Source: an optimization exercise on an open RTL-to-GDS flow (aim: small area). Production flows keep margins and buffers that such runs may drop. Where RTL was checked, it was by simulation tests only, not by an equivalence proof against the original. Power figures rest on the tool's default switching activity, not on a simulated workload.

## v1
Design svm_core, start of the top module:
module svm_core (
    input  wire        clk,
    input  wire        rst,
    input  wire [31:0] entry,
    input  wire [1:0]  break_mode,
    output wire        mem_req,
    output wire        mem_we,
    output wire [31:0] mem_addr,
    output wire [31:0] mem_wdata,
    input  wire        mem_ack,
    input  wire [31:0] mem_rdata,
    output wire        sys_req,
    output wire [2:0]  sys_n,
    output wire [31:0] sys_a0,
    output wire [31:0] sys_a1,
    output wire [31:0] sys_a2,
    output wire [31:0] sys_a3,
    input  wire        sys_ack,
    input  wire [31:0] sys_result,
    output wire        brk_valid,
    output wire [31:0] brk_addr,
    output wire [2:0]  status,
    output wire [31:0] trap_addr,
    output wire [31:0] trap_info,
    input  wire [4:0]  dbg_sel,
    output wire [31:0] dbg_data
);
Size in the first run: about 2800 cells after synthesis, ~1100 flip-flops.
export LEC_CHECK = 0
export CAP_MARGIN = 20
export CORE_MARGIN = 2
export CORE_UTILIZATION = 60
export SLEW_MARGIN = 20
export SYNTH_HIERARCHICAL = 1
create_clock -name core_clock -period 20.0 [get_ports {clk}]
standard.sh (not shown) runs the stock make flow with config.mk's settings and CLKGATE_MAP_FILE= SYNTH_SCRIPT=/design/flow/synth_recipe.tcl, a recipe that flattens the netlist after the stock synthesis.
==> flow/flow/run.sh <==
#!/bin/bash
# Own layout flow: the standard ORFS flow, with small port buffers and a
# leaner clock tree. Every tool's output goes to a log of its own.
set -euo pipefail
export BUFFER_PORTS_ARGS="-buffer_cell sky130_fd_sc_hd__buf_1"
export CTS_ARGS="-sink_clustering_enable -repair_clock_nets -dont_use_dummy_load -sink_clustering_size 26 -sink_clustering_max_diameter 100"
bash standard.sh > standard_flow.log 2>&1
v1 reached the final stage; the timing, DRC and antenna checks on its layout passed.
The following lists how v11 was set up differently from v1:
==> flow/flow/run.sh <==
#!/bin/bash
# Own layout flow: the standard ORFS flow, with small port buffers and a
# leaner clock tree. Every tool's output goes to a log of its own.
set -euo pipefail
export BUFFER_PORTS_ARGS="-buffer_cell sky130_fd_sc_hd__buf_1"
export CTS_ARGS="-sink_clustering_enable -repair_clock_nets -dont_use_dummy_load -root_buf sky130_fd_sc_hd__clkbuf_16 -buf_list sky130_fd_sc_hd__clkbuf_4"
bash standard.sh > standard_flow.log 2>&1
Results
Going from v1 to v11, number of standard cells in the final layout excluding fillers shows an increase of 232, power shows an increase of 0.57 mW, fmax shows a reduction of 1.2%, post-route core utilization shows an increase of 2.3 points, insertion delay of the later-clocked pin in the worst-skew pair shows an increase of 100 ps.
Compared with v1, v11 shows a lower worst setup slack.
Run comparison: v11 cell type of the slowest stage on the worst timing path sky130_fd_sc_hd__nor3_1; v1 cell type of the slowest stage on the worst timing path sky130_fd_sc_hd__mux2i_1
v1 → v11: average wire per standard cell lost 2.9%, final-layout clock-cell area share picked up an extra 3.3 points, detailed route wirelength on metal2 picked up an extra 3.1%.
Of v11 and v1, v11 shows the higher critical path depth, with v1 below it.
Register-to-register slack sits lower in v11 than in v1.
## Diff of input files: v24 against v11
- an added CTS_CLUSTER_SIZE of 26
- an added CTS_CLUSTER_DIAMETER of 100
==> flow/run.sh (new file) <==
#!/bin/bash
# synth_recipe.tcl (not shown) runs the flow's synth.tcl, then flattens the netlist and writes it again
# the make line also repeats each setting of config.mk as NAME=value (left out here)
make -C /OpenROAD-flow-scripts/flow DESIGN_CONFIG=/design/flow/config.mk WORK_HOME=/design/flow/orfs CLKGATE_MAP_FILE= SYNTH_SCRIPT=/design/flow/synth_recipe.tcl finish
removed: flow/flow/run.sh
removed: flow/standard.sh
Notes after the runs:
Fmax: v24 below v11. Diff v11 -> v24 | fraction of layout cells with a size suffix above 1 | decrease of 6.0 points. v24: placement-stage cell area 6.9% above v11. v24 reports its critical-path cell with the highest stage delay as sky130_fd_sc_hd__nor2_4 while v11 reports sky130_fd_sc_hd__nor3_1. The amount of wire on met3 after detailed routing number comes out lower for v24 vs v11.
#### Input delta (v10 over v24)
- clearing CTS_CLUSTER_SIZE, which used to be 26
- clearing CTS_CLUSTER_DIAMETER, which used to be 100
==> flow/flow/run.sh (new file) <==
#!/bin/bash
# Own layout flow: the standard ORFS flow, with small port buffers, a
# leaner clock tree and gate downsizing after placement. Every tool's output
# goes to a log of its own.
set -euo pipefail
here=$(pwd)
export BUFFER_PORTS_ARGS="-buffer_cell sky130_fd_sc_hd__buf_1"
export CTS_ARGS="-sink_clustering_enable -repair_clock_nets -dont_use_dummy_load -sink_clustering_size 26 -sink_clustering_max_diameter 100"
export POST_RESIZE_TCL="$here/flow/recover.tcl"
bash standard.sh > standard_flow.log 2>&1
==> flow/flow/recover.tcl (new file) <==
# area recovery after placement resizing: downsize gates off the critical paths
estimate_parasitics -placement
repair_timing -recover_power 100 -verbose
==> flow/standard.sh (new file) <==
#!/bin/bash
# synth_recipe.tcl (not shown) runs the flow's synth.tcl, then flattens the netlist and writes it again
# the make line also repeats each setting of config.mk as NAME=value (left out here)
make -C /OpenROAD-flow-scripts/flow DESIGN_CONFIG=/design/flow/config.mk WORK_HOME=/design/flow/orfs CLKGATE_MAP_FILE= SYNTH_SCRIPT=/design/flow/synth_recipe.tcl "${@:-finish}"
removed: flow/run.sh
Results
Re adder-cell area share of the yosys netlist: no difference whatsoever between v24 and v10.
Compared to v24, the router laid down less metal wire for v10.
Total global routing track utilization, v24 and v10: smaller value in v10
| multi-input gate share of total cell area | lower: v24 |
The met1 track demand over resource in global routing number comes out lower for v10 vs v24.
Core util | v10 vs v24 | v10 lower
Going from v24 to v10, combinational-cell power consumption decreased 22%, setup slack increased 230 ps.
In v10 the peak supply drop turned out 23% higher than in v24.
Of the two values seen for slowest stage cell on the critical path, sky130_fd_sc_hd__nor2_4 was produced by v24 and sky130_fd_sc_hd__nor3_1 by v10.

---

rev 12:
svm_core, a different RTL version from the one above (not shown whole).
Size in the first run: ~3000 cells after synthesis, ~1100 flip-flops, roughly 440 I/O pins, roughly 39000 sq um of cells after synthesis.
export LEC_CHECK = 0
export CAP_MARGIN = 20
export CORE_MARGIN = 2
export CORE_UTILIZATION = 60
export SLEW_MARGIN = 20
export SYNTH_HIERARCHICAL = 1
create_clock -name core_clock -period 20.0 [get_ports {clk}]
==> flow/flow/run.sh <==
#!/bin/bash
# Own layout flow: the standard ORFS flow, with smaller port buffers and a
# clock tree without dummy loads. Every tool's output goes to a log of its own.
set -euo pipefail
export BUFFER_PORTS_ARGS="-buffer_cell sky130_fd_sc_hd__buf_1"
export CTS_ARGS="-sink_clustering_enable -repair_clock_nets -dont_use_dummy_load"
bash standard.sh > standard_flow.log 2>&1
Relative to rev 12, the following input files were edited for rev 13:
Settings: putting CTS_CLUSTER_DIAMETER at 80 where nothing was set; putting CTS_CLUSTER_SIZE at 16 where nothing was set; putting CTS_BUF_LIST at sky130_fd_sc_hd__clkbuf_8 where nothing was set.
==> flow/run.sh (new file) <==
#!/bin/bash
# synth_recipe.tcl (not shown) runs the flow's synth.tcl, then flattens the netlist and writes it again
# the make line also repeats each setting of config.mk as NAME=value (left out here)
make -C /OpenROAD-flow-scripts/flow DESIGN_CONFIG=/design/flow/config.mk WORK_HOME=/design/flow/orfs CLKGATE_MAP_FILE= SYNTH_SCRIPT=/design/flow/synth_recipe.tcl finish
removed: flow/flow/run.sh
removed: flow/standard.sh
==> run notes <==
Rev 13 against rev 12: area added between synthesis and finish up 4.4 points; total global routing track utilization moved up; routing usage on met3 increased by 0.46 points relative to the old numbers; worst hold-check slack picked up an extra 0.028 ns. Core utilization up 2.7 points in rev 13 wrt rev 12.
No run of this note included a check of the RTL's function; only the layout flow was run.

-- static timing again, ports no longer ideal --
No port has a modelled driver above. Below, the same layouts with a new extraction and two added sets of constraints.
Step 1: set_driving_cell puts a clkbuf_16 on clk and a buf_2 on each other input, an assumption about the parent block.
Step 2 times the ports against the registers' clock, not the clock port: input delays grow and output delays shrink by t, the midpoint of the rising clock arrivals with the driver on.
a / b / c = ideal ports / drivers / drivers and shift; a / b = the first two.
| run | shift t [ns] | slack for setup (ns) | worst register clock-pin slew, ns |
|---|---|---|---|
| v1 | 0.681 | 7.559 / 7.502 / 7.523 | 0.10 / 0.10 |
| v11 | 0.790 | 7.411 / 7.345 / 7.484 | 0.07 / 0.07 |
| v24 | 0.700 | 6.842 / 6.815 / 6.815 | 0.11 / 0.11 |
| v10 | 0.674 | 7.070 / 7.003 / 7.174 | 0.10 / 0.10 |
| rev 12 | 0.688 | 7.086 / 7.017 / 7.705 | 0.07 / 0.07 |
| rev 13 | 0.778 | 6.996 / 6.929 / 6.973 | 0.11 / 0.11 |
After both steps every run listed still meets setup and hold. The setup slack of v1, which loses most, moves by -0.057 ns with the drivers and by -0.036 ns with both steps.
